This design comes from an exercise in tuning for small area, a short achievable clock period and few clock cycles per item on the open sky130 flow, not from production work.
Function was not checked in any run shown here: the RTL went through the layout flow alone.
Power is estimated from default activity; no workload was simulated.

--- flow/flow/run.sh ---
#!/bin/bash
# Standard layout, with every port buffered by sky130_fd_sc_hd__buf_1.
set -euo pipefail
bash standard.sh BUFFER_PORTS_ARGS="-buffer_cell sky130_fd_sc_hd__buf_1" finish > standard.log 2>&1
--- flow/standard.sh ---
#!/bin/bash
# synth_recipe.tcl (not shown) runs the flow's synth.tcl, then flattens the netlist and writes it again
# the make line also repeats each setting of config.mk as NAME=value (left out here)
make -C /OpenROAD-flow-scripts/flow DESIGN_CONFIG=/design/flow/config.mk WORK_HOME=/design/flow/orfs CLKGATE_MAP_FILE= SYNTH_SCRIPT=/design/flow/synth_recipe.tcl "${@:-finish}"
--- flow/config.mk ---
export PLATFORM = sky130hd
export DESIGN_NAME = emu_cpu
export DESIGN_NICKNAME = emu_cpu
export VERILOG_FILES = /design/flow/design.v
export SDC_FILE = /design/flow/constraint.sdc
export NUM_CORES = 4
export LEC_CHECK = 0
export CAP_MARGIN = 20
export CORE_MARGIN = 2
export CORE_UTILIZATION = 40
export PLACE_DENSITY = 0.6
export SLEW_MARGIN = 20
--- flow/constraint.sdc ---
create_clock -name core_clock -period 5.0 [get_ports {clk}]
set_input_delay 1.0000 -clock core_clock [delete_from_list [all_inputs] [get_ports {clk}]]
set_output_delay 1.0000 -clock core_clock [all_outputs]
set_load 0.01 [all_outputs]
--- flow/design.v ---
module emu_cpu (
    input  wire        clk,
    input  wire        rst,
    input  wire        tick,
    input  wire        warm,
    output reg         busy,
    output reg         done,
    output reg         mem_re,
    output reg         mem_we,
    output reg  [15:0] mem_addr,
    output wire [7:0]  mem_wdata,
    input  wire [7:0]  mem_rdata,
    output reg  [15:0] pc,
    output reg  [7:0]  a,
    output wire [7:0]  p,
    output reg         halted,
    output reg  [31:0] total_cycles
);
    localparam [15:0] BOOT_PC      = 16'h8000;
    localparam [15:0] RESET_VECTOR = 16'hFFFC;
    localparam [1:0] E_OP  = 2'd0,
                     E_IMM = 2'd1,
                     E_LO  = 2'd2,
                     E_HI  = 2'd3;
    reg        run;         
    reg        fin;         
    reg [7:0]  lo;
    reg [1:0]  e;
    reg        is_jmp;      
    reg        is_sta;      
    reg        wflag;       
    reg        arr_q;       
    reg        ea_q;        
    reg        data_q;      
    reg        match_q;     
    reg [2:0]  pend;        
    reg [10:0] frame;
    reg        ge1364;      
    reg        ge1362;      
    reg        zf, nf;
    assign p         = {nf, 5'b00000, zf, 1'b0};
    assign mem_wdata = a;
    wire arr     = arr_q & ~match_q;
    wire arr_op  = arr & (e == E_OP);
    wire arr_imm = arr & (e == E_IMM);
    wire arr_lo  = arr & (e == E_LO);
    wire arr_hi  = arr & (e == E_HI);
    wire exh     = halted | ge1364 | (pend[1] & ge1362);
    wire stop    = arr_op & exh;
    wire exec    = arr_op & ~exh;
    wire jmp_hi  = arr_hi & is_jmp;
    wire ea_hi   = arr_hi & ~is_jmp;
    wire stream  = ~ea_q & ~stop & ~jmp_hi;
    wire [7:0] d = mem_rdata;
    wire op_imm  = (d == 8'hA9);
    wire op_lda  = (d == 8'hAD);
    wire op_sta  = (d == 8'h8D);
    wire op_jmp  = (d == 8'h4C);
    wire op_nop  = (d == 8'hEA);
    wire op_brk  = (d == 8'h00);
    reg [2:0] cost;
    always @(*) begin
        cost = 3'd0;
        if (op_imm | op_nop) cost = 3'd2;
        if (op_lda | op_sta) cost = 3'd4;
        if (op_jmp)          cost = 3'd3;
        if (op_brk)          cost = 3'd7;
    end
    wire [10:0] frame_nx = frame + {8'd0, pend};
    wire [15:0] ar_inc   = mem_addr + 16'd1;
    wire [15:0] f_inc    = pc + 16'd1;
    wire end_op  = run & (stop | (jmp_hi & wflag));
    wire end_now = end_op & ~(ea_q & ~is_sta) & ~wflag;
    always @(posedge clk) begin
        if (rst) begin
            run          <= 1'b0;
            fin          <= 1'b0;
            busy         <= 1'b0;
            done         <= 1'b0;
            mem_re       <= 1'b0;
            mem_we       <= 1'b0;
            mem_addr     <= BOOT_PC;
            pc           <= BOOT_PC;
            a            <= 8'h00;
            zf           <= 1'b0;
            nf           <= 1'b0;
            halted       <= 1'b0;
            total_cycles <= 32'd0;
            arr_q        <= 1'b0;
            ea_q         <= 1'b0;
            data_q       <= 1'b0;
            match_q      <= 1'b0;
            pend         <= 3'd0;
        end else begin
            done         <= 1'b0;
            fin          <= 1'b0;
            frame        <= frame_nx;
            ge1364       <= (frame_nx >= 11'd1364);
            ge1362       <= (frame_nx >= 11'd1362);
            total_cycles <= total_cycles + {29'd0, pend};
            pend         <= exec ? cost : 3'd0;
            arr_q        <= run & stream & ~end_op;
            ea_q         <= run & ea_hi;
            mem_we       <= run & ea_hi & is_sta;
            mem_re       <= ~(run & ea_hi & is_sta);
            data_q       <= ea_q & ~is_sta;
            match_q      <= ea_hi & is_sta & ({d, lo} == mem_addr);
            if (run) begin
                if (stop | (ea_q & match_q))
                    mem_addr <= pc;
                else if (arr_hi)
                    mem_addr <= {d, lo};
                else if (ea_q)
                    mem_addr <= f_inc;
                else
                    mem_addr <= ar_inc;
                if (stream)
                    pc <= mem_addr;
            end
            if (fin & wflag)
                pc <= mem_addr;
            if (arr_imm | data_q) begin
                a  <= d;
                zf <= (d == 8'h00);
                nf <= d[7];
            end
            if (arr_lo)
                lo <= d;
            if (exec) begin
                if (op_imm)
                    e <= E_IMM;
                if (op_lda | op_sta | op_jmp)
                    e <= E_LO;
                is_jmp <= op_jmp;
                is_sta <= op_sta;
                if (op_brk)
                    halted <= 1'b1;
            end
            if (arr_imm)
                e <= E_OP;
            if (arr_lo)
                e <= E_HI;
            if (arr_hi)
                e <= E_OP;
            if (!busy) begin
                if (tick) begin
                    frame  <= 11'd0;
                    ge1364 <= 1'b0;
                    ge1362 <= 1'b0;
                    e      <= E_OP;
                    wflag  <= 1'b0;
                    busy   <= 1'b1;
                    if (halted)
                        fin <= 1'b1;
                    else
                        run <= 1'b1;
                end else if (warm) begin
                    mem_addr <= RESET_VECTOR;
                    e        <= E_LO;
                    is_jmp   <= 1'b1;
                    wflag    <= 1'b1;
                    busy     <= 1'b1;
                    run      <= 1'b1;
                end
            end
            if (end_op) begin
                run <= 1'b0;
                if (end_now) begin
                    busy <= 1'b0;
                    done <= 1'b1;
                end else begin
                    fin <= 1'b1;
                end
            end
            if (fin) begin
                busy <= 1'b0;
                done <= 1'b1;
            end
        end
    end
endmodule
==> results.toml, run 1 <==
[critical_path]
regToRegSetupSlack_ns = 1.89
critPathLaunchType = "flop"
r2r-end = "mem_addr[10]"
reg2reg_from = "ea_q"
cp.arrival_ns = 3.44
path_class = "flop to flop"
cp_max_fo = 20
critPathLaunch = "ea_q"
slowest_stage = "dfxtp_1"
cpPeakStageDelay_ns = 0.83
worst-r2r-cell-count = 7
critPathRequiredTime_ns = 5.33
critical_path.cell_chain = "buf_4, nand3_1, a2111oi_0, nand2_1, xnor2_1, a311o_1, o21ai_0"
crit_family = "compound AO/OA/AOI/OAI gates"
cp-endpoint = "mem_addr[10]"
crit_path_end_kind = "flop"
cp_num_cells = 7
critPathBufInv = 1

[sta]
finClkSkew_ns = 0.007186
timing.setup.tns_ns = 0
whs_ns = 0.5022
tightest_slew_ns = 1.039
drv_slew = 0
setup_violations = 0
slew-limit-headroom_pct = 30.73
min_period_ns = 3.106
min_period_over_period_pct = 62.12
fmax_ghz = 0.3220
rsz0062_at_grt = "false"
finalHoldViolCount = 0
setup_slack_ns = 1.894

[die]
core_um2 = 14640
die_x_um = 127.0
rows = 44
dieArea_um2 = 16120
die_h_um = 127.0
start_util_pct = 41.31
ios = 105

[routing]
via_per_inst = 5.600
via_count = 5354
wl_per_cell_um = 16.57
drc = 0
dr.pass1.iters = 5
drtAntennaViolNets = 0
wl_mm = 15.84
drt-initial-drc-count = 324

[clocking]
cts_resized = 0
cts_setup_buffers = 0
ctsHtreeMaxLevel = 4
cts_tree = "yes"
holdBufCountCts = 0
clock_latency_ns = 0.41
cts.clk_slew.worst_paths_ns = 0.06
clockBufferDepth = 2
cts-root-buf = "clkbuf_16"
cts_num_sinks = 113
cts-buffers-inserted = 17

[grt]
grt_pass1_vias = 4940
grt_pass1_wl_mm = 25.67
grt_start_max_net_pins = 79
antenna_found_initial = 0
track_usage_pct = 20.02
globalRouteOverflowTotal = 0

[finish]
final_cell_mix = "buf_1, dfxtp_1, nor2_1, nand2_1, a21oi_1"
fill_cells = 1407
multi_input_area_um2 = 3182
syn2layout_area_growth_pct = 16.19
post_route_cells_drive_above_1_share_pct = 6.606
num_antenna_cells = 0
regArea_um2 = 2522
fin_cells = 956
final_common_cell = "buf_1"
final_nets = 781

[power]
vdd_ir_drop_max_uv = 242.3
p_leak_nw = 2.422
power_density_nw_per_um2 = 352.0

[synth]
synth.distinct_cells = 72
synth_seq_cells = 113
synth-edff-count = 26
yosysWarnings = 1
syn_area_per_cell_um2 = 8.819
synth_ff_type = "dfxtp_1"
syn_area_um2 = 6050
async_flop_share_pct = 0
ys_seq_area_share_pct = 41.70
synth_cells = 686

[placement]
portBuffers = 98
dp_hpwl_mm = 10.90
gp_routability_congestion = 0.8600
dpl.cell_count = 925
place_ws_ns = 1.982

[run_status]
status = "finished clean"

[run]
cap_violations = 0

[hold_path]
worstHoldPathType = "flop to flop"
[cell usage after synthesis, drive strengths merged, types with 3 or more instances]
library cell	number	area, um2
and2	7	43.80
nand4b	4	35.03
and4	5	43.79
mux2i	22	220.2
o21ai	24	120.1
o22ai	4	25.02
nand3	27	140.1
nand4	8	50.05
nand3b	4	30.03
a211oi	9	77.57
or3	11	70.07
nor2b	6	37.54
clkbuf	21	88.83
nor2	80	300.3
and3	8	50.05
xor2	24	210.2
nor3	17	85.08
nor3b	4	30.03
nand2	65	244.0
a311oi	5	43.79
o211ai	6	45.04
a22oi	5	51.30
a31oi	8	50.05
dfxtp	87	1742
o21a	3	22.52
mux2	4	45.04
nor4b	4	47.55
xnor2	34	297.8
buf	32	207.7
nor4	6	52.55
a211o	3	26.28
inv	17	63.81
a21oi	53	265.3
ha	7	87.58
edfxtp	26	780.8
a221oi	5	43.79
[metal layers]
layer / vias to the layer above / global-route usage (%) / routed length, um
li1: 2582 / - / -
met1: 2539 / 27.68 / 7462
met2: 209 / 30.36 / 7110
met3: 24 / 4.397 / 1022
met4: 0 / 8.468 / 248
met5: - / 0 / 0
[metrics by stage]
stage	util, %	power (mW)	cell area [um2]
after floorplan	-	1.181	6068
after global placement	43.76	1.240	6409
after detailed placement	43.76	1.245	6409
after CTS	48.00	2.499	7029
after global routing	48.00	2.570	7029
final	48.00	2.474	7029
[worst min-delay path by stage]
stage,startpoint,to,slack (ns),cells after the start
finish,pc[13],pc[13],0.50,2
floorplan,is_sta,mem_re,0.46,1
CTS,pc[13],pc[13],0.50,2
detailed placement,pc[13],pc[13],0.49,2
global route,total_cycles[30],total_cycles[30],0.55,2
global placement,pc[14],pc[14],0.49,2
[flip-flops by register name, indices dropped and copies added (netlist names), 2 cells and up]
| signal | flops |
|---|---|
| total_cycles | 32 |
| mem_addr | 16 |
| pc | 16 |
| frame | 11 |
| lo | 8 |
| a | 7 |
| pend | 3 |
| e | 2 |
[cell type report]
class                           count  share of cell area (%)
Inverter                           18                  0.9612
Clock buffer                       25                   7.974
Tap cell                          184                   3.275
Multi-Input combinational cell    507                   45.27
Clock inverter                      6                  0.8544
Sequential cell                   113                   35.88
Timing Repair Buffer              103                   5.785
[worst register-to-register path: stages, from the launching register on]
cell,delay [ns]
dfxtp_1,0.83
buf_4,0.38
nand3_1,0.18
a2111oi_0,0.83
nand2_1,0.21
xnor2_1,0.18
a311o_1,0.34
o21ai_0,0.07
[cells by family after synthesis]
logic type | count (synthesis) | share of synthesized area (%)
AOI/OAI and AO/OA | 142 | 15.22
DFF | 113 | 41.70
xor gates and xnor gates | 58 | 8.397
muxes | 26 | 4.385
adders and majority gates | 9 | 2.110
and+or+nand+nor | 266 | 22.11
buffers and inverters | 71 | 6.018
other | 1 | 0.06199
[power breakdown]
| group | internal [mW] | switching, mW | leakage (nW) |
|---|---|---|---|
| Combinational | 0.0760 | 0.128 | 1.16 |
| Sequential | 0.969 | 0.0543 | 0.960 |
| Clock | 0.825 | 0.422 | 0.307 |
| Total | 1.87 | 0.604 | 2.42 |
==> run 2: changes to the inputs <==
--- a/flow/config.mk
+++ b/flow/config.mk
@@ -9,4 +9,5 @@
 export CORE_MARGIN = 2
 export CORE_UTILIZATION = 40
 export PLACE_DENSITY = 0.6
+export SETUP_SLACK_MARGIN = 2.9
 export SLEW_MARGIN = 20
==> run 2 against run 1 <==
Effect of this change: still clean; setup slack gained 0.78 ns; non-clock buffer count grew 29; register-to-register slack gained 0.78 ns; clock power is essentially flat; synthesized cell count is the same; sequential power is essentially flat; count of clock-buffer cells in the layout shrank 5; global-route usage grew 0.91 points; die area is the same; cell area grew 8.8%; critical path type unchanged.
==> results.toml, run 2 <==
[critical_path]
crit_path_end_kind = "flop"
critPathRequiredTime_ns = 5.16
reg2reg_from = "frame[0]"
critPathLaunchType = "flop"
cp_max_fo = 4
cpPeakStageDelay_ns = 0.41
path_class = "flop to flop"
r2r-end = "ge1362"
critical_path.cell_chain = "ha_4, buf_4, a211oi_4, nand3_1, o32ai_1, o31a_1, nor4_4, a211o_1"
slowest_stage = "edfxtp_1"
regToRegSetupSlack_ns = 2.67
worst-r2r-cell-count = 8
cp.arrival_ns = 2.49

[sta]
whs_ns = 0.4895
min_period_ns = 2.330
setup_violations = 0
fmax_ghz = 0.4293
finalHoldViolCount = 0
drv_slew = 0
tightest_slew_ns = 0.6951
slew-limit-headroom_pct = 53.61
finClkSkew_ns = 0.01183
min_period_over_period_pct = 46.59
rsz0062_at_grt = "true"
timing.setup.tns_ns = 0

[placement]
gp_routability_congestion = 0.8781
dp_hpwl_mm = 11.07
dpl-instance-area_um2 = 6491
portBuffers = 98
dpl.cell_count = 924

[finish]
syn2layout_area_growth_pct = 26.41
num_antenna_cells = 0
post_route_cells_drive_above_1_share_pct = 19.18
final_nets = 811
top_register = "total_cycles"
final_common_cell = "buf_1"
final_cell_mix = "buf_1, nor2_1, nand2_1, dfxtp_1, a21oi_1"
finalInstanceArea_um2 = 7647
top_regs = "total_cycles: 32 flops, mem_addr: 16 flops, pc: 16 flops"
fin_cells = 987
largest_register_ffs = 32

[hold_path]
holdPathEnd = "pc[9]"
holdPathStages = 2
holdCritStartpoint = "pc[9]"
worstHoldPathType = "flop to flop"

[power]
vdd_ir_drop_max_uv = 165.3
power_density_nw_per_um2 = 329.2
p_leak_nw = 2.669
p_total_mw = 2.518

[grt]
grt_start_max_net_pins = 65
antenna_found_initial = 0
grt_pass1_wl_mm = 27.07
globalRouteOverflowTotal = 0
track_usage_pct = 20.93
grt_pass1_vias = 5182

[die]
ios = 105
die_x_um = 127.0
core_um2 = 14640
start_util_pct = 41.31
dieArea_um2 = 16120
die_h_um = 127.0
rows = 44

[routing]
dr.pass1.iters = 5
wl_mm = 16.96
drtAntennaViolNets = 0
via_per_inst = 5.525
drc = 0
drt-initial-drc-count = 321
via_count = 5453
wl_per_cell_um = 17.18

[synth]
synth.distinct_cells = 72
yosysMostFrequentCell = "dfxtp_1"
syn_area_um2 = 6050
synth_ff_type = "dfxtp_1"
async_flop_share_pct = 0
synth_seq_cells = 113
synth_area_leaders = "dfxtp_1, edfxtp_1, nor2_1, xnor2_1, a21oi_1"
synth_top_area_share_pct = 28.79
synth_top_cell_by_area = "dfxtp_1"
syn_area_per_cell_um2 = 8.819
synth-edff-count = 26
yosysWarnings = 1
ys_seq_area_share_pct = 41.70
synthTopCellsByCount = "dfxtp_1, nor2_1, nand2_1"
synth_cells = 686

[clocking]
holdBufCountCts = 0
clock_latency_ns = 0.42
cts-root-buf = "clkbuf_16"
ctsHtreeMaxLevel = 4
cts_tree = "yes"
cts-buffers-inserted = 17
clockBufferDepth = 2
cts_num_sinks = 113
cts.clk_slew.worst_paths_ns = 0.06

[run_status]
status = "finished clean"

[run]
cap_violations = 0
-- run 2: cell counts after synthesis --
No cell type changed its count.
-- run 2: how the worst max path moves through the flow --
stage	start	endpoint	slack (ns)	cells after the start
after floorplan	mem_rdata[1]	halted	2.84	6
after global placement	tick	ge1364	2.28	7
after detailed placement	tick	ge1362	2.17	7
after CTS	frame[0]	ge1362	2.71	8
after global routing	frame[0]	ge1362	2.58	8
final	frame[0]	ge1362	2.67	8
-- run 2: area by class of cell --
class | count | area, um2
Timing Repair Buffer | 132 | 669.4
Fill cell | 1372 | 6997
Clock buffer | 20 | 457.9
Sequential cell | 113 | 2557
Tap cell | 184 | 230.2
Clock inverter | 12 | 156.4
Inverter | 18 | 77.57
Multi-Input combinational cell | 508 | 3498
-- run 2: layer usage --
metal,GRT usage (%),routed length (um)
met1,28.39,7746
met2,32.64,7785
met3,4.313,1046
met4,8.791,383
met5,0,0
-- run 2: cells by family after synthesis --
kind of cell / after synthesis / synth area share (%)
DFF: 113 / 41.70
other: 1 / 0.06199
and+or+nand+nor: 266 / 22.11
xor gates and xnor gates: 58 / 8.397
adders and majority gates: 9 / 2.110
buffers and inverters: 71 / 6.018
muxes: 26 / 4.385
AOI/OAI and AO/OA: 142 / 15.22
-- run 2: per-stage QoR --
step           setup WS, ns  utilization [%]
6_report              2.670            52.22
5_1_grt               2.577            52.22
4_1_cts               2.714            50.52
3_5_place_dp          2.168            44.33
3_3_place_gp          2.279            44.33
2_1_floorplan         2.839                -
-- run 2: power breakdown --
part	switching, mW	internal, mW
sequential	0.0565	0.969
combinational	0.140	0.0899
clock	0.447	0.814
-- run 2: repair_timing --
item	CTS	global route
setup endpoints to repair	62	55
pin swaps	17	18
setup buffers	23	7
cloned	0	1
gates resized for setup	33	56
-- run 2: worst max-delay path: cells and delay by family (launching register included) --
family / cells / cell delay, ns
flip-flops: 1 / 0.41
adder cells (fa/ha/maj): 1 / 0.19
AND/OR/NAND/NOR: 2 / 0.19
AO/OA/AOI/OAI: 4 / 1.16
buffers and inverters: 1 / 0.13
==> run 3: changes to the inputs <==
--- a/flow/config.mk
+++ b/flow/config.mk
@@ -5,6 +5,7 @@
 export SDC_FILE = /design/flow/constraint.sdc
 export NUM_CORES = 4
 export LEC_CHECK = 0
+export ABC_AREA = 1
 export CAP_MARGIN = 20
 export CORE_MARGIN = 2
 export CORE_UTILIZATION = 40
==> run 3 against run 2 <==
Effect of this change: synthesized cell count grew 27%; largest cell class unchanged; via count grew 12%; register-to-register slack gained 0.13 ns; setup slack gained 0.13 ns; critical path type unchanged; critical endpoint is now total_cycles[18]; routed wire length grew 5.8%; largest power group unchanged; flip-flop and latch count is the same; clock power is essentially flat; hold slack lost 0.011 ns; maximum frequency grew 6.1%.
==> results.toml, run 3 <==
[run_status]
status = "finished clean"

[grt]
grt_start_max_net_pins = 58
track_usage_pct = 21.53
grt_pass1_vias = 5539
grt_pass1_wl_mm = 28.01
antenna_found_initial = 0
globalRouteOverflowTotal = 0

[clocking]
holdBufCountCts = 0
cts_num_sinks = 113
cts_tree = "yes"
cts-buffers-inserted = 17
cts.clk_slew.worst_paths_ns = 0.06
cts-root-buf = "clkbuf_16"
clockBufferDepth = 2
clock_latency_ns = 0.42
ctsHtreeMaxLevel = 4

[critical_path]
crit_path_frequent_cell = "nor2_2"
r2r-end = "total_cycles[18]"
crit_path_end_kind = "flop"
critical_path.cell_chain = "ha_4, inv_2, fa_2, nor2_2, nor2_1, nor2_2, nand2_1, nor2_2, nand2_2, nor2_4, buf_4, buf_4, nand3_1, nand2_1, nor2_1"
slowest_stage = "dfxtp_4"
worst-r2r-cell-count = 15
cp.arrival_ns = 2.51
critPathLaunchType = "flop"
cpPeakStageDelay_ns = 0.37
cp_max_fo = 3
path_class = "flop to flop"
critPathRequiredTime_ns = 5.31
reg2reg_from = "pend[0]"
regToRegSetupSlack_ns = 2.80

[routing]
wl_mm = 17.95
drt-initial-drc-count = 428
wl_met3_um = 817
wl_met2_mm = 8.521
drc = 0
wl_per_cell_um = 14.98
dr.pass1.iters = 4
met1_length_mm = 8.288
drtAntennaViolNets = 0
top_layer_used = "met4"
via_per_inst = 5.078
via_count = 6084

[finish]
fill_cells = 1536
num_antenna_cells = 0
fin_cells = 1198
final_cell_mix = "nand2_1, nor2_1, buf_1, inv_1, dfxtp_1"
post_route_cells_drive_above_1_share_pct = 13.17
syn2layout_area_growth_pct = 23.17
largest_register_ffs = 32
final_nets = 995
final_common_cell = "nand2_1"
top_register = "total_cycles"
top_regs = "total_cycles: 32 flops, mem_addr: 16 flops, pc: 16 flops"

[sta]
fmax_ghz = 0.4554
tightest_slew_ns = 0.6301
drv_slew = 0
finClkSkew_ns = 0.006830
min_period_ns = 2.196
rsz0062_at_grt = "true"
slew-limit-headroom_pct = 57.93
setup_violations = 0
min_period_over_period_pct = 43.92
finalHoldViolCount = 0
timing.setup.tns_ns = 0
whs_ns = 0.4782

[placement]
dp_hpwl_mm = 12.17
portBuffers = 98
gp_routability_congestion = 0.8442
dpl.cell_count = 1146

[synth]
ys_seq_area_share_pct = 40.38
synth_seq_cells = 113
synth_area_leaders = "dfxtp_1, edfxtp_1, nand2_1, nor2_1, a21oi_1"
synth_top_cell_by_area = "dfxtp_1"
async_flop_share_pct = 0
synth_ff_type = "dfxtp_1"
syn_area_per_cell_um2 = 7.156
synth-edff-count = 26
synthTopCellsByCount = "nand2_1, nor2_1, inv_1"
syn_area_um2 = 6247
yosysMostFrequentCell = "nand2_1"
yosysWarnings = 1
synth_cells = 873
synth_top_area_share_pct = 27.88
synth.distinct_cells = 47

[hold_path]
holdCritStartpoint = "total_cycles[31]"
holdPathEnd = "total_cycles[31]"
holdPathStages = 2
worstHoldPathType = "flop to flop"

[die]
ios = 105
die_x_um = 129.0
die_h_um = 129.0
core_um2 = 15260
rows = 45
dieArea_um2 = 16630
start_util_pct = 40.94

[run]
cap_violations = 0

[power]
vdd_ir_drop_max_uv = 264.2
p_leak_nw = 2.965
p_total_mw = 2.523
power_density_nw_per_um2 = 327.8
[run 3: changes by cell type after synthesis, sizes merged, moves of 15 or more]
cell   change
nor2      +42
a21oi     +27
inv       +86
nand3     +15
xnor2     -29
o21ai     +41
nand2    +123
mux2i     -22
[run 3: worst max-delay path by stage]
stage / start / endpoint / slack, ns / cells after the start
2_1_floorplan: total_cycles[0] / total_cycles[24] / 2.91 / 15
3_3_place_gp: tick / ge1362 / 2.50 / 6
3_5_place_dp: tick / ge1362 / 2.45 / 6
4_1_cts: pend[0] / total_cycles[24] / 2.87 / 15
5_1_grt: pend[0] / total_cycles[24] / 2.63 / 15
6_report: pend[0] / total_cycles[18] / 2.80 / 15
[run 3: routing by layer]
metal / global-route usage, % / up-vias
met1: 27.85 / 2830
li1: - / 3076
met4: 7.864 / 0
met3: 4.033 / 20
met5: 0 / -
met2: 35.95 / 158
[run 3: what timing repair did]
action                     4_1_cts  5_1_grt
setup buffers                    6       12
gates cloned                     0        1
gates resized for setup         14       50
pin swaps                        5       19
setup endpoints to repair       31       31
[run 3: logic make-up (layout without fill, tap and decap cells)]
group	Yosys count	count (layout)	synth area share [%]
AO/OA/AOI/OAI	175	175	15.42
XOR/XNOR	16	16	2.243
adder cells (fa/ha/maj)	9	9	2.043
buffers and inverters	149	258	10.77
flip-flops	113	113	40.38
other	1	6	0.06003
AND/OR/NAND/NOR	410	410	29.08
[run 3: power breakdown]
part           total, mW  switching (mW)  internal (mW)  leakage (nW)
registers           1.02          0.0453          0.976         0.966
clock network       1.25           0.428          0.821         0.289
logic              0.253           0.172         0.0814          1.71
total               2.52           0.644           1.88          2.97
[run 3: layout make-up]
class | count | area, um2 | area share, %
Sequential cell | 113 | 2536 | 32.96
Clock inverter | 14 | 170.2 | 2.211
Multi-Input combinational cell | 616 | 3279 | 42.62
Tap cell | 211 | 264.0 | 3.431
Clock buffer | 18 | 429.2 | 5.577
Timing Repair Buffer | 121 | 608.1 | 7.902
Inverter | 105 | 407.9 | 5.301
[run 3: through the flow]
step / worst slack, ns / util [%] / instance area [um2]
after detailed placement: 2.452 / 43.68 / 6665
after global placement: 2.505 / 43.68 / 6665
final: 2.804 / 50.43 / 7695
after CTS: 2.868 / 48.18 / 7351
after global routing: 2.631 / 50.43 / 7695
after floorplan: 2.907 / - / 6290
[run 3: worst max-delay path, delay by kind of cell (launching register included)]
family                   cells  cell delay (ns)
AND/OR/NAND/NOR             10             0.94
buffers and inverters        3             0.27
adder cells (fa/ha/maj)      2             0.51
flip-flops                   1             0.37
==> run 4: changes to the inputs <==
--- a/flow/config.mk
+++ b/flow/config.mk
@@ -5,10 +5,9 @@
 export SDC_FILE = /design/flow/constraint.sdc
 export NUM_CORES = 4
 export LEC_CHECK = 0
-export ABC_AREA = 1
 export CAP_MARGIN = 20
 export CORE_MARGIN = 2
 export CORE_UTILIZATION = 40
 export PLACE_DENSITY = 0.6
-export SETUP_SLACK_MARGIN = 2.9
+export SETUP_SLACK_MARGIN = 2.6
 export SLEW_MARGIN = 20
==> run 4 against run 3 <==
Effect of this change: still clean; die area is 3.1% lower; synthesized area decreased by 3.2%; core utilization decreased by 1.3 points; clock power is 6% lower; flip-flop and latch count unchanged; combinational power shrank 13%; cell area is 6.4% lower; hold slack improved by 0.018 ns; register-to-register slack lost 0.16 ns; sequential power barely moved; cell count is 20% lower; via count down 12%; largest cell class unchanged.
==> results.toml, run 4 <==
[grt]
grt_pass1_vias = 4953
grt_pass1_wl_mm = 25.67
grt_start_max_net_pins = 79
globalRouteOverflowTotal = 0
track_usage_pct = 19.78
antenna_found_initial = 0

[run]
cap_violations = 0

[power]
cellInternalPower_mw = 1.771
p_total_mw = 2.422
sequentialPowerShare_pct = 42.2
power_switching_share_pct = 26.87
power_density_nw_per_um2 = 336.3
power.share.combinational_pct = 9.1
p_leak_nw = 2.454
p_switching_mw = 0.6508
pwr-share-clk_pct = 48.7
vdd_ir_drop_max_uv = 199.4

[critical_path]
crit_path_end_kind = "flop"
cp.arrival_ns = 2.52
critPathLaunchType = "flop"
cp_max_fo = 7
path_class = "flop to flop"
critPathRequiredTime_ns = 5.17
worst-r2r-cell-count = 8

[clocking]
cts_tree = "yes"
cts_num_sinks = 113
ctsHtreeMaxLevel = 4
cts.clk_slew.worst_paths_ns = 0.06
holdBufCountCts = 0
clock_latency_ns = 0.42
cts-buffers-inserted = 17
clockBufferDepth = 2
cts-root-buf = "clkbuf_16"

[synth]
ys_seq_area_share_pct = 41.70
synth-edff-count = 26
synth.distinct_cells = 72
synth_area_leaders = "dfxtp_1, edfxtp_1, nor2_1, xnor2_1, a21oi_1"
async_flop_share_pct = 0
synth_top_area_share_pct = 28.79
synth_top_cell_by_area = "dfxtp_1"
yosysMostFrequentCell = "dfxtp_1"
synth_seq_cells = 113
synth_ff_type = "dfxtp_1"
synthTopCellsByCount = "dfxtp_1, nor2_1, nand2_1"
yosysWarnings = 1
synth_cells = 686
syn_area_um2 = 6050
syn_area_per_cell_um2 = 8.819

[die]
die_h_um = 127.0
rows = 44
ios = 105
dieArea_um2 = 16120
core_um2 = 14640
die_x_um = 127.0
start_util_pct = 41.31

[sta]
rsz0062_at_grt = "true"
setup_slack_ns = 2.645
setup_violations = 0
min_period_ns = 2.355
slew-limit-headroom_pct = 43.39
drv_slew = 0
min_period_over_period_pct = 47.09
finalHoldViolCount = 0
tightest_slew_ns = 0.8491
timing.setup.tns_ns = 0
finClkSkew_ns = 0.01107
fmax_ghz = 0.4247

[routing]
drc = 0
drt-initial-drc-count = 458
via_per_inst = 5.539
via_count = 5334
drtAntennaViolNets = 0
dr.pass1.iters = 5
wl_mm = 16.10
wl_per_cell_um = 16.72

[finish]
syn2layout_area_growth_pct = 19.05
top_register = "total_cycles"
largest_register_ffs = 32
post_route_cells_drive_above_1_share_pct = 10.53
top_regs = "total_cycles: 32 flops, mem_addr: 16 flops, pc: 16 flops"
final_common_cell = "buf_1"
num_antenna_cells = 0
fill_cells = 1445
final_nets = 787
final_cell_mix = "buf_1, dfxtp_1, nor2_1, nand2_1, a21oi_1"

[placement]
place_ws_ns = 2.123
gp_routability_congestion = 0.8904
portBuffers = 98
dp_hpwl_mm = 10.81

[hold_path]
worstHoldPathType = "flop to flop"
holdPathStages = 2

[run_status]
status = "finished clean"
run 4: changes by cell type in the layout (fill, tap and decap cells not counted), sizes merged, moves of 13 or more:
cell and change:
nand3 -15, o21ai -41, inv -80, a21oi -27, xor2 +13, mux2i +22, nor2 -42, nand2 -123
xnor2 +29
run 4: repair_timing:
action	CTS	global route
pin swaps	1	15
gates resized for setup	8	26
setup buffers	1	6
endpoints found under the setup margin	26	31
run 4: through the flow:
| step | utilization (%) | hold slack, ns | cells | instance area (um2) |
|---|---|---|---|---|
| detailed placement | 43.80 | 0.4830 | 924 | 6414 |
| global route | 49.18 | 0.5259 | 963 | 7202 |
| CTS | 48.00 | 0.4908 | 957 | 7029 |
| global placement | 43.80 | 0.4736 | 924 | 6414 |
| finish | 49.18 | 0.4958 | 963 | 7202 |
| floorplan | - | 0.4574 | 691 | 6083 |
run 4: critical path: stages, from the launching register on:
cell	delay, ns
edfxtp_1	0.42
ha_4	0.20
fa_2	0.42
a21oi_4	0.25
or3_4	0.17
a21boi_2	0.05
a31oi_2	0.21
nor3_2	0.09
a211o_1	0.30
run 4: layer usage:
layer  track usage, %  up-vias  wire length [um]
li1                 -     2595                 -
met1            27.94     2565              7774
met2            29.92      161              7235
met3            4.732       13               911
met4            6.464        0               183
met5                0        -                 0
run 4: power by group through the flow:
stage / clock (mW) / combinational, mW / sequential, mW
final: 1.18 / 0.219 / 1.02
after global routing: 1.24 / 0.242 / 1.03
after CTS: 1.20 / 0.208 / 1.02
after detailed placement: 0 / 0.206 / 1.04
after global placement: 0 / 0.202 / 1.04
after floorplan: 0 / 0.156 / 1.03
run 4: cell type report:
type / instances / area, um2 / share of cell area, %
flip-flops and latches: 113 / 2525 / 35.06
repair buffers: 109 / 474.2 / 6.584
multi-input cells: 507 / 3323 / 46.14
inverters: 18 / 71.32 / 0.9903
clock inverters: 13 / 123.9 / 1.720
clock buffers: 19 / 454.2 / 6.306
well taps: 184 / 230.2 / 3.197
run 4: path summary, 6_finish.rpt:
| kind | startpoint | slack, ns | end |
|---|---|---|---|
| worst max register to register | frame[0] | 2.65 | ge1364 |
| worst min register to register | pc[9] | 0.50 | pc[9] |
| worst max-delay path | frame[0] | 2.65 | ge1364 |
| worst min-delay path | pc[9] | 0.50 | pc[9] |
run 4: cells by family (layout without fill, tap and decap cells):
logic type,Yosys count,in the layout,synth area share [%]
compound gates,142,142,15.22
simple gates,266,266,22.11
other cells,1,6,0.06199
flops,113,113,41.70
mux,26,26,4.385
fa+ha+maj,9,9,2.110
buf+inv,71,159,6.018
xor+xnor,58,58,8.397

==> afterwards: timing with drivers on the ports <==
Ports are ideal in the flow. The routed layouts listed here were re-timed in OpenROAD.
Step 1 assumes that a clkbuf_16 drives the clock port and a buf_2 every other input.
Step 2, shift: input delay + t, output delay - t, t = (earliest + latest rising clock arrival at the registers) / 2. This alone moves slack from input paths to output paths.
a / b / c = ideal / step 1 / step 2; a / b = the first two.
| run | t (ns) | setup WS [ns] | hold slack, ns | worst register clock-pin slew, ns | worst slew at a driven data input, ns |
|---|---|---|---|---|---|
| run 1 | 0.449 | 1.894 / 1.894 / 1.894 | 0.502 / 0.502 / 0.502 | 0.06 / 0.06 | 0.04 |
| run 2 | 0.456 | 2.670 / 2.670 / 2.498 | 0.490 / 0.490 / 0.490 | 0.06 / 0.06 | 0.04 |
| run 3 | 0.453 | 2.804 / 2.804 / 2.625 | 0.478 / 0.478 / 0.478 | 0.06 / 0.06 | 0.03 |
| run 4 | 0.457 | 2.645 / 2.645 / 2.308 | 0.496 / 0.496 / 0.496 | 0.06 / 0.06 | 0.04 |
After both steps setup and hold are still met in every run listed. The setup slack of run 4, which loses most, moves by 0.000 ns with the drivers and by -0.337 ns with both steps.
